What follows belongs to an exercise in optimizing a design on an open flow for small area, a short achievable clock period and few clock cycles; a production flow would make more cautious choices. The RTL was checked by simulation tests, not by an equivalence proof against the original design. No activity file was given, so power comes from the tool's default toggle rates.

File: flow/config.mk
export PLATFORM = sky130hd
export DESIGN_NAME = twocan_bpk
export DESIGN_NICKNAME = twocan_bpk
export VERILOG_FILES = /design/flow/design.v
export SDC_FILE = /design/flow/constraint.sdc
export NUM_CORES = 4
export LEC_CHECK = 0
export CAP_MARGIN = 20
export CORE_MARGIN = 2
export CORE_UTILIZATION = 45
export PLACE_DENSITY = 0.6
export SETUP_SLACK_MARGIN = 4
export SLEW_MARGIN = 20
File: flow/run.sh
#!/bin/bash
# synth_recipe.tcl (not shown) runs the flow's synth.tcl, then flattens the netlist and writes it again
# the make line also repeats each setting of config.mk as NAME=value (left out here)
make -C /OpenROAD-flow-scripts/flow DESIGN_CONFIG=/design/flow/config.mk WORK_HOME=/design/flow/orfs CLKGATE_MAP_FILE= SYNTH_SCRIPT=/design/flow/synth_recipe.tcl finish
File: flow/design.v
module twocan_bpk (
    input  wire         clk,
    input  wire         rst,         
    input  wire         req_valid,
    input  wire [127:0] req,
    output wire         req_ready,
    output reg          rsp_valid,
    output reg  [127:0] rsp
);
    localparam BV_MAX  = 512;
    localparam TXT_MAX = 86;
    localparam OP_NOP    = 8'h00, OP_HDEC  = 8'h01, OP_HENC  = 8'h02;
    localparam OP_NEW    = 8'h20, OP_GETI  = 8'h21, OP_PUTI  = 8'h22;
    localparam OP_GETS   = 8'h23, OP_PUTS  = 8'h24, OP_PUTD  = 8'h25;
    localparam OP_TCLR   = 8'h28, OP_TPUSH = 8'h29, OP_TGET  = 8'h2A;
    localparam OP_DEC6   = 8'h30, OP_ENC6  = 8'h31, OP_A2B   = 8'h32;
    localparam OP_B2A    = 8'h33, OP_TYPE  = 8'h34;
    localparam OP_STAT   = 8'hF0, OP_RESET = 8'hFF;
    localparam ST_OK = 8'h00, ST_ILLEGAL = 8'h80, ST_PGN_RANGE = 8'h81, ST_RANGE = 8'h82;
    localparam ST_VALUE = 8'h83, ST_BAD_ARMOR = 8'h84, ST_AIS_TYPE = 8'h85, ST_UNIMPL = 8'h87;
    localparam S_IDLE = 2'd0, S_GSTR = 2'd1, S_PSTR = 2'd2, S_FILL = 2'd3;
    localparam NW = BV_MAX / 32;     
    reg [31:0]       bvw [0:NW-1];   
    reg [9:0]        bvlen;
    reg [7:0]        txt [0:TXT_MAX-1];
    reg [6:0]        txtlen;
    reg [1:0]  state;
    reg [9:0]  pos;                  
    reg [9:0]  pend;                 
    reg [6:0]  gi;                   
    reg [4:0]  grp;                  
    reg [6:0]  lastnz;               
    reg [2:0]  fillw;                
    wire idle = (state == S_IDLE);
    assign req_ready = idle;
    wire [7:0]  op = req[7:0];
    wire [11:0] fa = req[19:8];
    wire [11:0] fb = req[31:20];
    wire [31:0] fw = req[63:32];
    wire [63:0] fd = req[127:64];
    wire za = (fa == 12'd0);
    wire zb = (fb == 12'd0);
    wire zw = (fw == 32'd0);
    wire zd = (fd == 64'd0);
    wire zw8 = (fw[31:8] == 24'd0);
    function [5:0] armor_val;        
        input [7:0] c;
        reg [7:0] v;
        begin
            v = c - 8'd48;
            if (v > 8'd40) v = v - 8'd8;
            armor_val = v[5:0];
        end
    endfunction
    function armor_ok;
        input [7:0] c;
        armor_ok = (c >= 8'd48 && c <= 8'd87) || (c >= 8'd96 && c <= 8'd119);
    endfunction
    function [7:0] armor_chr;        
        input [5:0] v;
        armor_chr = (v < 6'd40) ? {2'b00, v} + 8'd48 : {2'b00, v} + 8'd56;
    endfunction
    function [7:0] itu_chr;          
        input [5:0] v;
        itu_chr = {1'b0, ~v[5], v};
    endfunction
    wire [TXT_MAX-1:0] tlt;
    wire [TXT_MAX-1:0] bad_str, bad_arm;
    genvar g;
    generate for (g = 0; g < TXT_MAX; g = g + 1) begin : g_chk
        assign tlt[g]     = (txtlen > g);
        assign bad_str[g] = tlt[g] & (txt[g][7] | ~(txt[g][6] ^ txt[g][5]));
        assign bad_arm[g] = tlt[g] & ~armor_ok(txt[g]);
    end endgenerate
    wire any_bad_str = |bad_str;
    wire any_bad_arm = |bad_arm;
    wire [9:0] txt6 = {txtlen, 2'b00} + {1'b0, txtlen, 1'b0};
    wire [6:0] tr_idx = idle ? fa[6:0] : gi;
    wire [7:0] tr_chr = txt[tr_idx];
    wire [8:0] rp_s  = idle ? fa[8:0] : pos[8:0];
    wire [4:0] rp_b1 = idle ? (fb[4:0] - 5'd1) : 5'd29;
    wire [3:0] rp_w  = rp_s[8:5];
    wire [5:0] rp_e  = {1'b0, rp_s[4:0]} + {1'b0, rp_b1};      
    wire [2:0] rp_io = rp_w[3:1];                              
    wire [3:0] rp_ie = {1'b0, rp_w[3:1]} + {3'b0, rp_w[0]};    
    wire [31:0] rp_odd  = bvw[{rp_io, 1'b1}];
    wire [31:0] rp_even = rp_ie[3] ? 32'd0 : bvw[{rp_ie[2:0], 1'b0}];
    wire [63:0] rp_oe = {rp_odd, rp_even};
    wire [5:0]  rp_r  = ~{rp_e[5] ^ rp_w[0], rp_e[4:0]};
    reg  [63:0] rp_rev;
    integer rk;
    always @* for (rk = 0; rk < 64; rk = rk + 1) rp_rev[rk] = rp_oe[63 - rk];
    wire [127:0] rp_dbl = {rp_rev, rp_rev} >> rp_r;
    wire [31:0]  rx = rp_dbl[31:0];
    reg         ill;
    reg [127:0] imm;           
    reg         go_single;     
    reg [1:0]   go_state;      
    reg         do_new, do_puti, do_tclr, do_push, do_sreset, do_a2b, do_b2a;
    wire [12:0] fab = {1'b0, fa} + {1'b0, fb};
    wire        fld_out = fab > {3'b0, bvlen};
    wire        b_int_bad = zb || (fb > 12'd32);
    wire        b_mod6 = ((fb % 12'd6) != 12'd0);
    wire        len_bad6 = zb || b_mod6;
    wire [7:0] hb0 = fw[7:0], hb1 = fw[15:8], hb2 = fw[23:16], hb3 = fw[31:24];
    reg  [16:0] dec_pgn;
    reg  [7:0]  dec_dst;
    always @* begin
        if (hb3[0]) begin
            dec_dst = 8'd255;
            dec_pgn = {1'b1, hb2, (hb2 > 8'd239) ? hb1 : 8'h00};
        end else if (hb2 > 8'd239) begin
            dec_dst = 8'd255;
            dec_pgn = {1'b0, hb2, hb1};
        end else begin
            dec_dst = hb1;
            dec_pgn = {1'b0, hb2, 8'h00};
        end
    end
    wire [7:0]  enc_b1 = (fw[15:8] > 8'd239) ? fw[7:0] : fd[15:8];
    wire [31:0] enc_id = {3'b000, fd[18:16], 1'b0, fw[16], fw[15:8], enc_b1, fd[7:0]};
    reg [31:0] m_len, m_top;    
    integer mj;
    always @* for (mj = 0; mj < 32; mj = mj + 1) begin
        m_len[mj] = (fb[5:0] > mj);
        m_top[mj] = (fb[5:0] == mj + 1);
    end
    wire [31:0] geti_v  = rx & m_len;
    wire        geti_q0 = &(rx | ~m_len);
    wire        geti_q1 = &((rx ^ m_top) | ~m_len);
    wire        puti_big = |(fw & ~m_len);
    wire [5:0] typ = {bvw[0][0], bvw[0][1], bvw[0][2], bvw[0][3], bvw[0][4], bvw[0][5]};
    wire [19:0] b2a_mul = ({10'd0, bvlen} + 20'd5) * 20'd683;
    wire [6:0]  b2a_m   = b2a_mul[18:12];                    
    wire [9:0]  b2a_m6  = {b2a_m, 2'b00} + {1'b0, b2a_m, 1'b0};
    wire [2:0]  b2a_pad = b2a_m6[2:0] - bvlen[2:0];
    always @* begin
        ill = 1'b0;
        imm = 128'd0;
        go_single = 1'b1;
        go_state = S_IDLE;
        do_new = 1'b0; do_puti = 1'b0; do_tclr = 1'b0; do_push = 1'b0; do_sreset = 1'b0;
        do_a2b = 1'b0; do_b2a = 1'b0;
        case (op)
            OP_NOP:   ill = !(za && zb && zw && zd);
            OP_HDEC:  ill = !(za && zb && zd);
            OP_HENC:  ill = !(za && zb && fd[63:19] == 45'd0);
            OP_NEW:   ill = !(za && zw && zd);
            OP_GETI:  ill = !(zw && zd);
            OP_PUTI:  ill = !zd;
            OP_GETS:  ill = !(zw && zd);
            OP_PUTS:  ill = !(zw && zd);
            OP_PUTD:  ill = !zd;
            OP_TCLR:  ill = !(za && zb && zw && zd);
            OP_TPUSH: ill = !(za && zb && zw8 && zd);
            OP_TGET:  ill = !(zb && zw && zd);
            OP_DEC6:  ill = !(za && zb && zw8 && zd);
            OP_ENC6:  ill = !(za && zb && zw8 && zd);
            OP_A2B:   ill = !(zb && zw && zd);
            OP_B2A:   ill = !(za && zb && zw && zd);
            OP_TYPE:  ill = !(za && zb && zw && zd);
            OP_STAT:  ill = !(za && zb && zw && zd);
            OP_RESET: ill = !(za && zb && zw && zd);
            default:  ill = 1'b1;
        endcase
        if (ill) begin
            imm[7:0] = ST_ILLEGAL;
        end else begin
            case (op)
                OP_HDEC: begin
                    imm[63:32] = {15'd0, dec_pgn};
                    imm[71:64] = hb0;
                    imm[79:72] = dec_dst;
                    imm[82:80] = hb3[4:2];
                end
                OP_HENC: begin
                    if (fw[31:17] != 15'd0) imm[7:0] = ST_PGN_RANGE;
                    else imm[63:32] = enc_id;
                end
                OP_NEW: begin
                    if (fb > BV_MAX) imm[7:0] = ST_RANGE;
                    else begin
                        imm[31:8] = {12'd0, fb};
                        do_new = 1'b1;
                    end
                end
                OP_GETI: begin
                    if (b_int_bad || fld_out) imm[7:0] = ST_RANGE;
                    else begin
                        imm[63:32] = geti_v;
                        imm[64] = geti_q0;
                        imm[65] = geti_q1;
                    end
                end
                OP_PUTI: begin
                    if (b_int_bad || fld_out) imm[7:0] = ST_RANGE;
                    else if (puti_big) imm[7:0] = ST_VALUE;
                    else do_puti = 1'b1;
                end
                OP_GETS: begin
                    if (len_bad6 || fld_out) imm[7:0] = ST_RANGE;
                    else begin
                        go_single = 1'b0;
                        go_state = S_GSTR;
                    end
                end
                OP_PUTS: begin
                    if (len_bad6 || fld_out) imm[7:0] = ST_RANGE;
                    else if ({3'b0, txt6} > {1'b0, fb} || any_bad_str) imm[7:0] = ST_VALUE;
                    else begin
                        go_single = 1'b0;
                        go_state = S_PSTR;
                    end
                end
                OP_PUTD: imm[7:0] = ST_UNIMPL;
                OP_TCLR: do_tclr = 1'b1;
                OP_TPUSH: begin
                    if (txtlen == TXT_MAX) imm[7:0] = ST_RANGE;
                    else begin
                        imm[31:8] = {17'd0, txtlen + 7'd1};
                        do_push = 1'b1;
                    end
                end
                OP_TGET: begin
                    if ({1'b0, fa} >= {6'd0, txtlen}) imm[7:0] = ST_RANGE;
                    else begin
                        imm[63:32] = {24'd0, tr_chr};
                        imm[31:8] = {17'd0, txtlen};
                    end
                end
                OP_DEC6: begin
                    if (!armor_ok(fw[7:0])) imm[7:0] = ST_BAD_ARMOR;
                    else imm[63:32] = {26'd0, armor_val(fw[7:0])};
                end
                OP_ENC6: begin
                    if (fw[7:0] > 8'd63) imm[7:0] = ST_VALUE;
                    else imm[63:32] = {24'd0, armor_chr(fw[5:0])};
                end
                OP_A2B: begin
                    if (fa > 12'd5 || {2'b0, txt6} < fa || ({2'b0, txt6} - fa) > BV_MAX)
                        imm[7:0] = ST_RANGE;
                    else if (any_bad_arm) imm[7:0] = ST_BAD_ARMOR;
                    else begin
                        imm[31:8] = {14'd0, txt6 - {7'd0, fa[2:0]}};
                        do_a2b = 1'b1;
                        if (fa[2:0] != 3'd0) begin
                            go_single = 1'b0;
                            go_state = S_FILL;
                        end
                    end
                end
                OP_B2A: begin
                    imm[63:32] = {29'd0, b2a_pad};
                    imm[31:8]  = {17'd0, b2a_m};
                    do_b2a = 1'b1;
                end
                OP_TYPE: begin
                    if (bvlen < 10'd6) imm[7:0] = ST_RANGE;
                    else if (typ == 6'd0 || typ > 6'd27) begin
                        imm[7:0] = ST_AIS_TYPE;
                        imm[63:32] = {26'd0, typ};
                    end else imm[63:32] = {26'd0, typ};
                end
                OP_RESET: do_sreset = 1'b1;
                default: ;    
            endcase
        end
    end
    wire accept = req_valid && idle;
    wire [5:0] gs_v [0:4];
    wire [4:0] gs_ok;            
    wire [4:0] gs_nz;
    genvar k;
    generate for (k = 0; k < 5; k = k + 1) begin : g_lane
        assign gs_v[k]  = rx[29 - 6*k -: 6];
        assign gs_ok[k] = ({1'b0, pos} + 11'd6 * (k + 1)) <= {1'b0, pend};
        assign gs_nz[k] = gs_ok[k] && (gs_v[k] != 6'd0);
    end endgenerate
    wire       gs_last = ({1'b0, pos} + 11'd30) >= {1'b0, pend};
    reg  [6:0] gs_len;
    always @* begin
        gs_len = lastnz;
        if (gs_nz[0]) gs_len = gi + 7'd1;
        if (gs_nz[1]) gs_len = gi + 7'd2;
        if (gs_nz[2]) gs_len = gi + 7'd3;
        if (gs_nz[3]) gs_len = gi + 7'd4;
        if (gs_nz[4]) gs_len = gi + 7'd5;
    end
    reg        wp_en;
    reg [8:0]  wp_s;
    reg [4:0]  wp_b1;
    reg [31:0] wp_val;
    wire       ps_on = tlt[gi];
    always @* begin
        if (idle) begin
            wp_en  = accept && do_puti;
            wp_s   = fa[8:0];
            wp_b1  = fb[4:0] - 5'd1;
            wp_val = fw;
        end else if (state == S_PSTR) begin
            wp_en  = 1'b1;
            wp_s   = pos[8:0];
            wp_b1  = 5'd5;
            wp_val = {26'd0, ps_on ? tr_chr[5:0] : 6'd0};
        end else begin
            wp_en  = (state == S_FILL) && !pos[9];
            wp_s   = pos[8:0];
            wp_b1  = {2'b0, fillw} - 5'd1;
            wp_val = 32'd0;
        end
    end
    wire [3:0]  wp_w  = wp_s[8:5];
    wire [5:0]  wp_e  = {1'b0, wp_s[4:0]} + {1'b0, wp_b1};
    wire [2:0]  wp_io = wp_w[3:1];
    wire [3:0]  wp_ie = {1'b0, wp_w[3:1]} + {3'b0, wp_w[0]};
    reg  [31:0] wp_rev;
    integer wk2;
    always @* for (wk2 = 0; wk2 < 32; wk2 = wk2 + 1) wp_rev[wk2] = wp_val[31 - wk2];
    wire [63:0] wp_dbl = {wp_rev, wp_rev} >> (~wp_e[4:0]);
    wire [31:0] wp_rot = wp_dbl[31:0];
    reg  [31:0] wp_mlo, wp_mhi;
    integer wj;
    always @* for (wj = 0; wj < 32; wj = wj + 1) begin
        wp_mlo[wj] = (wp_s[4:0] <= wj) && (wp_e >= wj);
        wp_mhi[wj] = (wp_e >= wj + 32);
    end
    wire [31:0] wp_meven = wp_w[0] ? wp_mhi : wp_mlo;
    wire [31:0] wp_modd  = wp_w[0] ? wp_mlo : wp_mhi;
    wire [BV_MAX-1:0] a2b_bits;
    generate for (g = 0; g < TXT_MAX; g = g + 1) begin : g_a2b
        wire [5:0] av = armor_val(txt[g]) & {6{tlt[g]}};
        integer i;
        genvar bi;
        for (bi = 0; bi < 6; bi = bi + 1) begin : g_b
            if (6*g + bi < BV_MAX) begin : g_in
                assign a2b_bits[6*g + bi] = av[5 - bi];
            end
        end
    end endgenerate
    wire bv_clr = accept && do_new;
    wire a2b_go = accept && do_a2b;
    genvar wv;
    generate for (wv = 0; wv < NW; wv = wv + 1) begin : g_bv
        wire sel = wp_en && ((wv % 2 == 1) ? (wp_io == wv / 2) : (wp_ie == wv / 2));
        wire [31:0] msk = (wv % 2 == 1) ? wp_modd : wp_meven;
        integer j;
        always @(posedge clk) begin
            for (j = 0; j < 32; j = j + 1) begin
                if (bv_clr)
                    bvw[wv][j] <= 1'b0;
                else if (a2b_go)
                    bvw[wv][j] <= a2b_bits[32*wv + j];
                else if (sel && msk[j])
                    bvw[wv][j] <= wp_rot[j];
            end
        end
    end endgenerate
    wire       push_go = accept && do_push;
    wire       b2a_go  = accept && do_b2a;
    wire       gs_on   = (state == S_GSTR);
    wire [7:0] lane_d [0:4];
    generate for (k = 0; k < 5; k = k + 1) begin : g_ld
        assign lane_d[k] = gs_on ? itu_chr(gs_v[k]) : fw[7:0];
    end endgenerate
    generate for (g = 0; g < TXT_MAX; g = g + 1) begin : g_txt
        wire [5:0] bvv;
        genvar bi;
        for (bi = 0; bi < 6; bi = bi + 1) begin : g_b
            if (6*g + bi < BV_MAX) begin : g_in
                assign bvv[5 - bi] = bvw[(6*g + bi) / 32][(6*g + bi) % 32];
            end else begin : g_out
                assign bvv[5 - bi] = 1'b0;
            end
        end
        wire we = (push_go && txtlen == g) || (gs_on && grp == g / 5 && gs_ok[g % 5]);
        always @(posedge clk) begin
            if (b2a_go)
                txt[g] <= armor_chr(bvv);
            else if (we)
                txt[g] <= lane_d[g % 5];
        end
    end endgenerate
    always @(posedge clk) begin
        if (rst) begin
            state     <= S_IDLE;
            rsp_valid <= 1'b0;
            bvlen     <= 10'd0;
            txtlen    <= 7'd0;
        end else begin
            rsp_valid <= 1'b0;
            case (state)
                S_IDLE: if (accept) begin
                    pos    <= do_a2b ? imm[17:8] : fa[9:0];
                    pend   <= fab[9:0];
                    gi     <= 7'd0;
                    grp    <= 5'd0;
                    lastnz <= 7'd0;
                    fillw  <= fa[2:0];
                    if (do_new)    bvlen  <= fb[9:0];
                    if (do_a2b)    bvlen  <= imm[17:8];
                    if (do_tclr)   txtlen <= 7'd0;
                    if (do_push)   txtlen <= txtlen + 7'd1;
                    if (do_b2a)    txtlen <= b2a_m;
                    if (do_sreset) begin
                        bvlen  <= 10'd0;
                        txtlen <= 7'd0;
                    end
                    if (go_single) begin
                        rsp_valid <= 1'b1;
                        rsp       <= imm;
                    end else begin
                        state <= go_state;
                    end
                end
                S_GSTR: begin
                    lastnz <= gs_len;
                    gi     <= gi + 7'd5;
                    grp    <= grp + 5'd1;
                    pos    <= pos + 10'd30;
                    if (gs_last) begin
                        txtlen    <= gs_len;
                        rsp       <= {96'd0, 17'd0, gs_len, ST_OK};
                        rsp_valid <= 1'b1;
                        state     <= S_IDLE;
                    end
                end
                S_PSTR: begin
                    gi  <= gi + 7'd1;
                    pos <= pos + 10'd6;
                    if (pos + 10'd6 == pend) begin
                        rsp       <= {120'd0, ST_OK};
                        rsp_valid <= 1'b1;
                        state     <= S_IDLE;
                    end
                end
                default: begin   
                    rsp       <= {96'd0, 14'd0, bvlen, ST_OK};
                    rsp_valid <= 1'b1;
                    state     <= S_IDLE;
                end
            endcase
        end
    end
endmodule
File: flow/constraint.sdc
create_clock -name core_clock -period 10.0 [get_ports {clk}]
set_input_delay 2.0000 -clock core_clock [delete_from_list [all_inputs] [get_ports {clk}]]
set_output_delay 2.0000 -clock core_clock [all_outputs]
set_load 0.01 [all_outputs]
==> results.txt <==
## power groups by stage
stage | sequential, mW | combinational (mW) | clock [mW]
CTS | 5.93 | 8.91 | 6.36
global placement | 6.05 | 7.30 | 0
detailed placement | 6.05 | 7.32 | 0
floorplan | 6.00 | 3.25 | 0
## metrics by stage
stage	cells	cell area (um^2)
after CTS	19000	151000
after global placement	18100	132000
after floorplan	14500	121000
after detailed placement	18100	132000
## kinds of logic after synthesis
kind of cell	count (synthesis)
other cells	1
xor+xnor	436
buf+inv	1828
compound gates	5344
fa+ha+maj	1205
flops	1329
simple gates	3800
mux	448
## routing by layer
metal  overflow  global-route usage
met1         16               0.847
met2        270               0.911
met3         20               0.749
met4        225               0.754
met5          4               0.512
## worst max path at each step
stage                     slack [ps]       to
after global placement           580  rsp[11]
after floorplan                 2910  rsp[13]
after detailed placement         490  rsp[11]
after CTS                       3230  rsp[12]
## what timing repair did
item | 4_1_cts
gates cloned | 47
setup buffers | 555
setup endpoints to repair | 1953
hold buffers | 0
resized for setup | 1672
pin swaps | 239
==> results.txt <==
----------------------------------------------------
[Run status]
  Result of the run ... did not finish
  Exit stage ... 5_1_grt
  First error ... [ERROR GRT-0116] Global routing finished with congestion. Check the congestion regions in the DRC Viewer.

[Yosys]
  Asr flop ratio synth ... 0
  Synthesis Warnings ... 3
  Compound-Gate Fraction of Synth Area ... 0.286
  Synth Cell Area ... 120,000 um^2
  Synthesized area per cell ... 8.32 um^2
  Most used DFF post-synth ... sky130_fd_sc_hd__edfxtp_1
  Post-Synth Adder-Cell Area ... 0.128
  Combinational family with the most area after synthesis ... compound AO/OA/AOI/OAI gates
  Number of library cell types mapped by synthesis ... 137
  Share of synthesized area occupied by flip-flops and latches ... 0.289
  Area share of the largest cell type after synthesis ... 0.200
  List of most frequent post-synthesis cells ... sky130_fd_sc_hd__a21oi_1, sky130_fd_sc_hd__o21ai_0, sky130_fd_sc_hd__ha_1
  Xor and xnor fraction of the mapped netlist area ... 0.0320
  Flop and latch count out of synthesis ... 1,329
  Simple-gate share of the synthesized area ... 0.156
  Instance count of the mapped netlist ... 14,400
  Most used standard cell by instance count after synthesis ... sky130_fd_sc_hd__a21oi_1
  Multiplexer share of the synthesized area ... 0.0451
  Largest area contributor in the netlist ... sky130_fd_sc_hd__edfxtp_1
  Post-synth EDFFs ... 797
  Cells taking the most area after synthesis ... sky130_fd_sc_hd__edfxtp_1, sky130_fd_sc_hd__ha_1, sky130_fd_sc_hd__dfxtp_1

[Placement]
  I/O Buffers ... 199
  Gp weighted congestion ... 1.35
  Placed wire-length estimate after detailed placement ... 789 mm
  Pre-CTS WS ... 486 ps

[Die]
  IO Count ... 261
  FP Rows ... 189
  Die outline height ... 520 um
  Initial Util ... 0.452
  X dimension of the die ... 520 um

[GRT]
  Largest net degree at the start of global routing ... 164
  First-pass GRT wire length ... 1540 mm
  Total routing resource utilization after global routing ... 0.822
  Vias in the first global route ... 153,000
  Global route total overflow ... 535

[CTS]
  CTS Sinks ... 1,329
  Cell at the root of the clock tree ... sky130_fd_sc_hd__clkbuf_16
  Level count of the clock H-tree ... 4
  Number of clock buffers inserted by TritonCTS ... 164
  Worst-case clock buffer depth ... 4

----------------------------------------------------
Testbench counts, summed over its fixed seeds: cycles 9,326.
